Source: an optimization exercise on an open RTL-to-GDS flow (aim: small area). Production flows keep margins and buffers that such runs may drop. At most, simulation tests tie the RTL to the original design; equivalence was not proved. Power and IR drop assume default switching activity.

==> run a: inputs <==
## xn_decoder
module xn_decoder #(
    parameter integer TSW      = 16,
    parameter [7:0]   VER_INIT = 8'd30
) (
    input  wire             clk,
    input  wire             rst,
    input  wire             in_valid,
    input  wire [7:0]       in_byte,
    input  wire [TSW-1:0]   in_ts,
    input  wire             ver_wr,
    input  wire [7:0]       ver_wdata,
    input  wire             discard,
    output reg              out_valid,
    output wire             out_ok,
    output wire [2:0]       out_reason,
    output wire [7:0]       out_call_raw,
    output wire [TSW-1:0]   out_call_ts,
    output wire             out_cf_valid,
    output wire [2:0]       out_kind,
    output wire [4:0]       out_addr,
    output wire             out_bcast,
    output wire             out_def_valid,
    output wire [4:0]       out_def,
    output wire             out_hdr_valid,
    output wire [7:0]       out_hdr,
    output wire             out_id_valid,
    output wire [7:0]       out_id,
    output wire [3:0]       out_payload_len,
    output wire [15*8-1:0]  out_payload,
    output wire             out_checksum_valid,
    output wire [4:0]       out_raw_len,
    output wire [18*8-1:0]  out_raw,
    output wire             diag_ambiguous,
    output wire [2:0]       st,
    output wire [2:0]       fr
);
    localparam integer NDEF   = 32;
    localparam integer BUFCAP = 18;
    localparam [2:0] S_WAIT_CALL = 3'd0, S_WAIT_HDR = 3'd1, S_WAIT_ID = 3'd2,
                     S_WAIT_DATA = 3'd3, S_EMIT = 3'd5, S_FAIL = 3'd6;
    localparam [2:0] K_SEND = 3'd0, K_RESEND = 3'd1, K_FRAMED = 3'd2,
                     K_BPOLL = 3'd3, K_UNKNOWN = 3'd4;
    localparam [2:0] R_NONE = 3'd0, R_PARITY = 3'd1, R_UNCLASS = 3'd2,
                     R_NOMATCH = 3'd3, R_AMBIG = 3'd4, R_CHECKSUM = 3'd5;
    wire [NDEF*48-1:0] cat;
    xn_catalog u_cat (.words(cat));
    wire       c_var   [0:NDEF-1];
    wire [3:0] c_n     [0:NDEF-1];
    wire       c_idv   [0:NDEF-1];
    wire       c_ck    [0:NDEF-1];
    genvar g;
    generate
        for (g = 0; g < NDEF; g = g + 1) begin : g_cat
            assign c_var[g] = cat[g*48 + 34];
            assign c_n[g]   = cat[g*48 + 30 +: 4];
            assign c_idv[g] = cat[g*48 + 29];
  ...
Settings: LEC_CHECK=0, CAP_MARGIN=0, CORE_MARGIN=2, CORE_UTILIZATION=70, SLEW_MARGIN=0; clock period 12.0 ns.
standard.sh (not shown) runs the stock make flow with config.mk's settings and CLKGATE_MAP_FILE= SYNTH_SCRIPT=/design/flow/synth_recipe.tcl, a recipe that flattens the netlist after the stock synthesis.
==> flow/flow/run.sh <==
#!/bin/bash
# Standard ORFS layout (the standard.sh) with: port buffers made of the
# smallest buffer cell (every port still gets one), and a clock tree built
# without dummy load cells. ORFS writes each step's log under orfs/logs;
# make's output goes to standard.log.
set -euo pipefail
export BUFFER_PORTS_ARGS="-buffer_cell sky130_fd_sc_hd__buf_1"
export CTS_ARGS="-sink_clustering_enable -repair_clock_nets -dont_use_dummy_load -buf_list {sky130_fd_sc_hd__clkbuf_4 sky130_fd_sc_hd__clkbuf_8} -sink_clustering_size 12"
bash standard.sh > standard.log 2>&1
==> run b (differences from run a) <==
--- a/flow/design.v
+++ b/flow/design.v
@@ -64,14 +64,14 @@
     output wire [3:0]       out_payload_len,
     output wire [15*8-1:0]  out_payload,
     output wire             out_checksum_valid,
     output wire [4:0]       out_raw_len,
     output wire [18*8-1:0]  out_raw,
     output wire             diag_ambiguous,
-    output wire [2:0]       st,
-    output wire [2:0]       fr
+    output reg  [2:0]       st,
+    output reg  [2:0]       fr
 );
     localparam integer NDEF   = 32;
     localparam integer BUFCAP = 18;
     localparam [2:0] S_WAIT_CALL = 3'd0, S_WAIT_HDR = 3'd1, S_WAIT_ID = 3'd2,
                      S_WAIT_DATA = 3'd3, S_EMIT = 3'd5, S_FAIL = 3'd6;
     localparam [2:0] K_SEND = 3'd0, K_RESEND = 3'd1, K_FRAMED = 3'd2,
@@ -90,47 +90,44 @@
             assign c_var[g] = cat[g*48 + 34];
             assign c_n[g]   = cat[g*48 + 30 +: 4];
             assign c_idv[g] = cat[g*48 + 29];
             assign c_ck[g]  = cat[g*48 + 0];
         end
     endgenerate
-    reg  [4:0]          vcl;       
+    reg  [2:0]          vcl;       
     reg  [7:0]          cf_raw;    
     reg  [TSW-1:0]      cf_ts;     
     reg  [BUFCAP*8-1:0] buf_q;     
     reg  [4:0]          len;
-    wire [7:0]          xacc = buf_q[(BUFCAP-1)*8 +: 8];
+    reg  [7:0]          xacc;      
     reg  [4:0]          sel;
-    reg  [3:0]          stq;
-    assign st = stq[3] ? S_FAIL : stq[2:0];
-    assign fr = stq[3] ? stq[2:0] : R_NONE;
-    reg                 pay2, pay1;   
-    function [4:0] vclass;
+    function [2:0] vclass;
         input [7:0] v;
-        vclass = {v >= 8'd41, v >= 8'd36, v >= 8'd35, v >= 8'd30, v >= 8'd20};
+        vclass = (v >= 8'd41) ? 3'd5 : (v >= 8'd36) ? 3'd4 : (v >= 8'd35) ? 3'd3 :
+                 (v >= 8'd30) ? 3'd2 : (v >= 8'd20) ? 3'd1 : 3'd0;
     endfunction
-    wire [4:0] vcl_n  = ver_wr ? vclass(ver_wdata) : vcl;
+    wire [2:0] vcl_n  = ver_wr ? vclass(ver_wdata) : vcl;
     wire [2:0] st_e   = discard ? S_WAIT_CALL : st;
     wire       is_hdr = (st_e == S_WAIT_HDR);
     wire       is_id  = (st_e == S_WAIT_ID);
     wire       is_dat = (st_e == S_WAIT_DATA);
     wire       framed_byte = is_hdr | is_id | is_dat;
     wire [7:0] b      = in_byte;
     wire [3:0] nib    = buf_q[3:0];
     wire [4:0] len_s  = len + 5'd1;
     wire [7:0] xsum   = xacc ^ b;
-    wire ge20 = vcl_n[0];
-    wire ge30 = vcl_n[1];
-    wire ge35 = vcl_n[2];
-    wire ge36 = vcl_n[3];
-    wire ge41 = vcl_n[4];
+    wire ge20 = (vcl_n >= 3'd1);
+    wire ge30 = (vcl_n >= 3'd2);
+    wire ge35 = (vcl_n >= 3'd3);
+    wire ge36 = (vcl_n >= 3'd4);
+    wire ge41 = (vcl_n == 3'd5);
     function [3:0] classify;    
         input [7:0] c;
         reg pv, bc;
         begin
-            pv = ((c[0] ^ c[3]) ^ (c[1] ^ c[4])) ^ ((c[2] ^ c[5]) ^ c[6]);
+            pv = ^c[6:0];
             bc = (c[4:0] == 5'd0);
             if      (c[6:5] == 2'b10 && pv)        classify = {1'b1, K_SEND};
             else if (c[6:5] == 2'b00 && pv && !bc) classify = {1'b1, K_RESEND};
             else if (c[6:5] == 2'b01 && pv && bc)  classify = {1'b1, K_BPOLL};
             else if (c[6:5] == 2'b11 && bc)        classify = {1'b1, K_FRAMED};
             else if (c[6:5] == 2'b11 && pv)        classify = {1'b1, K_FRAMED};
@@ -173,46 +170,42 @@
     wire [7:0] h0 = buf_q[7:0];
     reg       i_fail, i_amb;
     reg [4:0] i_sel;
     always @(*) begin
         i_fail = 1'b0; i_amb = 1'b0; i_sel = 5'd0;
         if (cf_bc) begin
-            if (!h0[7]) begin    
+            if (h0 == 8'h61) begin
                 if (b == 8'h01) i_sel = 5'd12; else if (b == 8'h00) i_sel = 5'd13; else i_fail = 1'b1;
-            end else begin       
+            end else begin    
                 i_sel = 5'd14; if (b != 8'h00) i_fail = 1'b1;
             end
         end else begin
-            case (h0[7:4])
-                4'h6: case (h0[1:0])
-                          2'd3:    if (b == 8'h21) i_sel = 5'd2; else if (b[7:4] == 4'h1) i_sel = 5'd29; else i_fail = 1'b1;
-                          2'd2:    if (b == 8'h22) i_sel = 5'd3; else if (b == 8'h23) i_sel = 5'd4; else i_fail = 1'b1;
-                          default: if (b == 8'h02) i_sel = 5'd27; else if (b[7]) i_sel = 5'd28; else i_fail = 1'b1;
-                      endcase
-                4'hE: if (b[7:4] == 4'h1) i_sel = 5'd5; else if (b[7:4] == 4'h0) i_sel = 5'd16;
-                      else if (b[7:5] == 3'd1) i_sel = 5'd17; else i_fail = 1'b1;
-                4'h2: i_sel = (b == 8'h80) ? 5'd8 : 5'd9;
-                4'hF: begin i_sel = 5'd11; if (b != 8'h00) i_fail = 1'b1; end
-                4'hA: begin i_sel = 5'd19; if (b != 8'h55) i_fail = 1'b1; end
-                4'h9: if (h0[0]) i_sel = (b == 8'h33) ? 5'd24 : 5'd25;
-                      else if (b == 8'h00) i_sel = 5'd23; else if (b == 8'h01) i_sel = 5'd22; else i_fail = 1'b1;
-                default:  
-                      if (h0[3:0] == 4'h2) begin
-                          i_sel = 5'd15; if (b[7:6] == 2'b11 && ge30) begin i_fail = 1'b1; i_amb = 1'b1; end
-                      end else
-                          i_sel = (b[7:6] == 2'b11 && ge30) ? 5'd31 : 5'd30;
+            casez (h0)
+                8'h63: if (b == 8'h21) i_sel = 5'd2; else if (b[7:4] == 4'h1) i_sel = 5'd29; else i_fail = 1'b1;
+                8'h62: if (b == 8'h22) i_sel = 5'd3; else if (b == 8'h23) i_sel = 5'd4; else i_fail = 1'b1;
+                8'hE4: if (b[7:4] == 4'h1) i_sel = 5'd5; else if (b[7:4] == 4'h0) i_sel = 5'd16;
+                       else if (b[7:5] == 3'd1) i_sel = 5'd17; else i_fail = 1'b1;
+                8'h21: i_sel = (b == 8'h80) ? 5'd8 : 5'd9;
+                8'hF6: begin i_sel = 5'd11; if (b != 8'h00) i_fail = 1'b1; end
+                8'h42: begin i_sel = 5'd15; if (b[7:6] == 2'b11 && ge30) begin i_fail = 1'b1; i_amb = 1'b1; end end
+                8'hA?: begin i_sel = 5'd19; if (b != 8'h55) i_fail = 1'b1; end
+                8'h94: if (b == 8'h00) i_sel = 5'd23; else if (b == 8'h01) i_sel = 5'd22; else i_fail = 1'b1;
+                8'h95: i_sel = (b == 8'h33) ? 5'd24 : 5'd25;
+                8'h61: if (b == 8'h02) i_sel = 5'd27; else if (b[7]) i_sel = 5'd28; else i_fail = 1'b1;
+                default: i_sel = (b[7:6] == 2'b11 && ge30) ? 5'd31 : 5'd30;    
             endcase
         end
     end
     reg        p_none, p_amb;
+    reg [4:0]  p_d;
     always @(*) begin
-        p_none = 1'b0; p_amb = 1'b0;
+        p_none = 1'b0; p_amb = 1'b0; p_d = sel;
         case (sel)
-            5'd8:  p_none = 1'b0;                   
+            5'd8:  p_d = ge30 ? 5'd8 : 5'd9;
             5'd15: p_amb = !ge30;
-            5'd22: p_amb = ge35 && !ge41;           
+            5'd22: if (ge41) p_d = 5'd23; else if (ge35) p_amb = 1'b1;
             5'd24: p_amb = 1'b1;
             5'd3, 5'd5, 5'd7, 5'd31: p_none = !ge30;
             5'd4, 5'd6, 5'd9, 5'd30: p_none = ge30;
             5'd17: p_none = !ge36;
             5'd23: p_none = !ge35;
             5'd29: p_none = !ge20;
@@ -259,15 +252,16 @@
                     fail = 1'b1; fr_code = i_amb ? R_AMBIG : R_NOMATCH;
                 end else if (i_sel == 5'd30 && nib == 4'd0)
                     do_proc = 1'b1;           
                 else
                     n_st = S_WAIT_DATA;
             end else begin
-                do_proc = (len == {1'b0, dl_sel} + {4'd0, idv_sel} + 5'd1);
+                do_proc = (len_s == {1'b0, dl_sel} + {4'd0, idv_sel} + 5'd2);
             end
             if (do_proc) begin
+                if (is_dat) n_sel = p_d;
                 if (is_dat ? p_none : ge30) begin
                     fail = 1'b1; fr_code = R_NOMATCH;
                 end else if (is_dat && p_amb) begin
                     fail = 1'b1; fr_code = R_AMBIG;
                 end else if (xsum != 8'd0) begin    
                     fail = 1'b1; fr_code = R_CHECKSUM;
@@ -283,61 +277,55 @@
                 n_fr = fr_code;
             end
         end
     end
     always @(posedge clk) begin
         if (rst) begin
-            stq       <= {1'b0, S_WAIT_CALL};
+            st        <= S_WAIT_CALL;
+            fr        <= R_NONE;
             vcl       <= vclass(VER_INIT);
             out_valid <= 1'b0;
         end else begin
-            stq       <= (n_st == S_FAIL) ? {1'b1, n_fr} : {1'b0, n_st};
+            st        <= n_st;
+            fr        <= n_fr;
             vcl       <= vcl_n;
             out_valid <= n_valid;
         end
     end
-    wire pay2_n = is_dat && c_idv[sel] && !(sel == 5'd8 && !ge30);
-    always @(posedge clk) begin
-        pay2 <= pay2_n;
-        pay1 <= !pay2_n;
-    end
     integer k;
     always @(posedge clk) begin
         if (in_valid && !framed_byte) begin
             cf_raw <= b;
             cf_ts  <= in_ts;
         end
         if (in_valid) begin
             len  <= framed_byte ? len_s : 5'd0;
+            xacc <= framed_byte ? xsum : 8'd0;
             sel  <= n_sel;
         end
-        for (k = 0; k < BUFCAP - 1; k = k + 1)
+        for (k = 0; k < BUFCAP; k = k + 1)
             if (in_valid && framed_byte && len == k)
                 buf_q[k*8 +: 8] <= b;
-        if (in_valid && framed_byte)
-            buf_q[(BUFCAP-1)*8 +: 8] <= (is_hdr || len == BUFCAP - 1) ? b : xsum;
     end
     wire cf_framed = cls_cf[3] && (cls_cf[2:0] == K_FRAMED);
+    wire idv_o = idv_sel;
     assign out_ok             = (st == S_EMIT);
     assign out_checksum_valid = out_ok;
     assign out_reason         = fr;
     assign diag_ambiguous     = (fr == R_AMBIG);
     assign out_call_raw       = cf_raw;
     assign out_call_ts        = cf_ts;
     assign out_cf_valid       = cls_cf[3];
     assign out_kind           = cls_cf[3] ? cls_cf[2:0] : 3'd0;
     assign out_addr           = cf_raw[4:0];
     assign out_bcast          = cf_bc;
     assign out_def_valid      = (out_ok && cf_framed) || (fr == R_CHECKSUM);
-    wire pair89 = (sel == 5'd8)  && !vcl[1];    
-    wire pair23 = (sel == 5'd22) &&  vcl[4];    
-    assign out_def            = pair89 ? 5'd9 : pair23 ? 5'd23 : sel;
+    assign out_def            = sel;
     assign out_hdr_valid      = out_def_valid;
     assign out_hdr            = buf_q[7:0];
-    assign out_id_valid       = out_def_valid && pay2;
+    assign out_id_valid       = out_def_valid && idv_o;
     assign out_id             = buf_q[15:8];
-    wire [4:0] dl_rec = len - 5'd2 - {4'd0, pay2};
-    assign out_payload_len    = out_def_valid ? dl_rec[3:0] : 4'd0;
-    assign out_payload        = (buf_q[8 +: 120] | {120{pay2}}) & (buf_q[16 +: 120] | {120{pay1}});
+    assign out_payload_len    = out_def_valid ? dl_sel : 4'd0;
+    assign out_payload        = idv_o ? buf_q[16 +: 120] : buf_q[8 +: 120];
     assign out_raw_len        = len;
     assign out_raw            = buf_q;
 endmodule
Settings changed: CAP_MARGIN 0 to 20, SLEW_MARGIN 0 to 20.
==> run c (differences from run a) <==
--- a/flow/design.v
+++ b/flow/design.v
@@ -308,13 +308,13 @@
         end
         if (in_valid) begin
             len  <= framed_byte ? len_s : 5'd0;
             sel  <= n_sel;
         end
         for (k = 0; k < BUFCAP - 1; k = k + 1)
-            if (in_valid && framed_byte && len == k)
+            if (len == k)
                 buf_q[k*8 +: 8] <= b;
         if (in_valid && framed_byte)
             buf_q[(BUFCAP-1)*8 +: 8] <= (is_hdr || len == BUFCAP - 1) ? b : xsum;
     end
     wire cf_framed = cls_cf[3] && (cls_cf[2:0] == K_FRAMED);
     assign out_ok             = (st == S_EMIT);
@@ -332,12 +332,11 @@
     wire pair23 = (sel == 5'd22) &&  vcl[4];    
     assign out_def            = pair89 ? 5'd9 : pair23 ? 5'd23 : sel;
     assign out_hdr_valid      = out_def_valid;
     assign out_hdr            = buf_q[7:0];
     assign out_id_valid       = out_def_valid && pay2;
     assign out_id             = buf_q[15:8];
-    wire [4:0] dl_rec = len - 5'd2 - {4'd0, pay2};
-    assign out_payload_len    = out_def_valid ? dl_rec[3:0] : 4'd0;
+    assign out_payload_len    = out_def_valid ? (pair89 ? 4'd1 : dl_sel) : 4'd0;
     assign out_payload        = (buf_q[8 +: 120] | {120{pay2}}) & (buf_q[16 +: 120] | {120{pay1}});
     assign out_raw_len        = len;
     assign out_raw            = buf_q;
 endmodule
==> qor summary <==
Result of the run: run c finished clean; run b finished clean; run a finished clean
Routed length on met1: run c 12080 um; run b 11890 um; run a 11330 um
Wire length per cell: run c 25.79 um; run b 25.06 um; run a 24.25 um
DP Worst Slack: run c 5.989 ns; run b 6.212 ns; run a 5.945 ns
Area share of the leading cell type in the synthesized netlist: run c 0.5306; run b 0.5291; run a 0.5357
Clock sink count: run c 190; run b 196; run a 190
Maximum operating frequency: run c 0.1722 GHz; run b 0.1569 GHz; run a 0.1751 GHz
Leak pwr: run c 3.596 nW; run b 4.055 nW; run a 3.694 nW
Internal Dissipation: run c 951.8 uW; run b 1.086 mW; run a 929.0 uW
Cell total after placement: run c 1340; run b 1353; run a 1329
Net switching power figure: run c 366.9 uW; run b 493.2 uW; run a 325.0 uW
Signed area change from the synthesized netlist to the final layout: run c 14.67%; run b 15.61%; run a 15.14%
Clock network area share: run c 0.02026; run b 0.01917; run a 0.02037
CORE AREA: run c 13990 um^2; run b 14640 um^2; run a 13880 um^2
Placed cell areas: run c 11320 um^2; run b 11970 um^2; run a 11250 um^2
Post-synthesis average cell area: run c 11.58 um^2; run b 12.52 um^2; run a 11.70 um^2
Layout Nets: run c 1223; run b 1244; run a 1215
DR vias: run c 9463; run b 9116; run a 9076
Crit path capture: run c stq[3]; run b out_payload[26]; run a stq[2]
Critical Path RT: run c 12.30 ns; run b 9.60 ns; run a 12.33 ns
Worst path buffer plus inverter count: run c 2; run b 3; run a 1
Post-route cell area: run c 11550 um^2; run b 12200 um^2; run a 11490 um^2
Number of iterations in the first detailed-routing pass: run c 6; run b 6; run a 8
The RTL of run a and run c was laid out without a check of its function.

## what the ideal ports hide
The results above use ideal ports. As a check the final layouts listed here were re-extracted and re-timed, cells and wires unchanged. Step 1, drivers: a clkbuf_16 drives clk and a buf_2 each remaining input, both assumed. Step 2 adds t to the input delays and takes it off the output delays; t is the mean of the earliest and latest rising clock arrival at the registers after step 1. Input paths then give back, and output paths get back, about the clock's delay inside the block. a / b / c = ideal ports / drivers / drivers and shift; a / b = the first two.
run | shift t [ns] | setup slack, ns | worst setup path at the end | worst register clock-pin slew, ns
run a | 0.494 | 6.289 / 6.303 / 5.808 | input to register | 0.10 / 0.10
run b | 0.506 | 5.626 / 5.584 / 6.089 | register to output | 0.11 / 0.11
run c | 0.476 | 6.191 / 6.203 / 5.727 | input to register | 0.10 / 0.10
After both steps every run listed still meets setup and hold. For run a, which loses most, drivers alone change the setup slack by +0.014 ns; drivers and shift together by -0.481 ns.
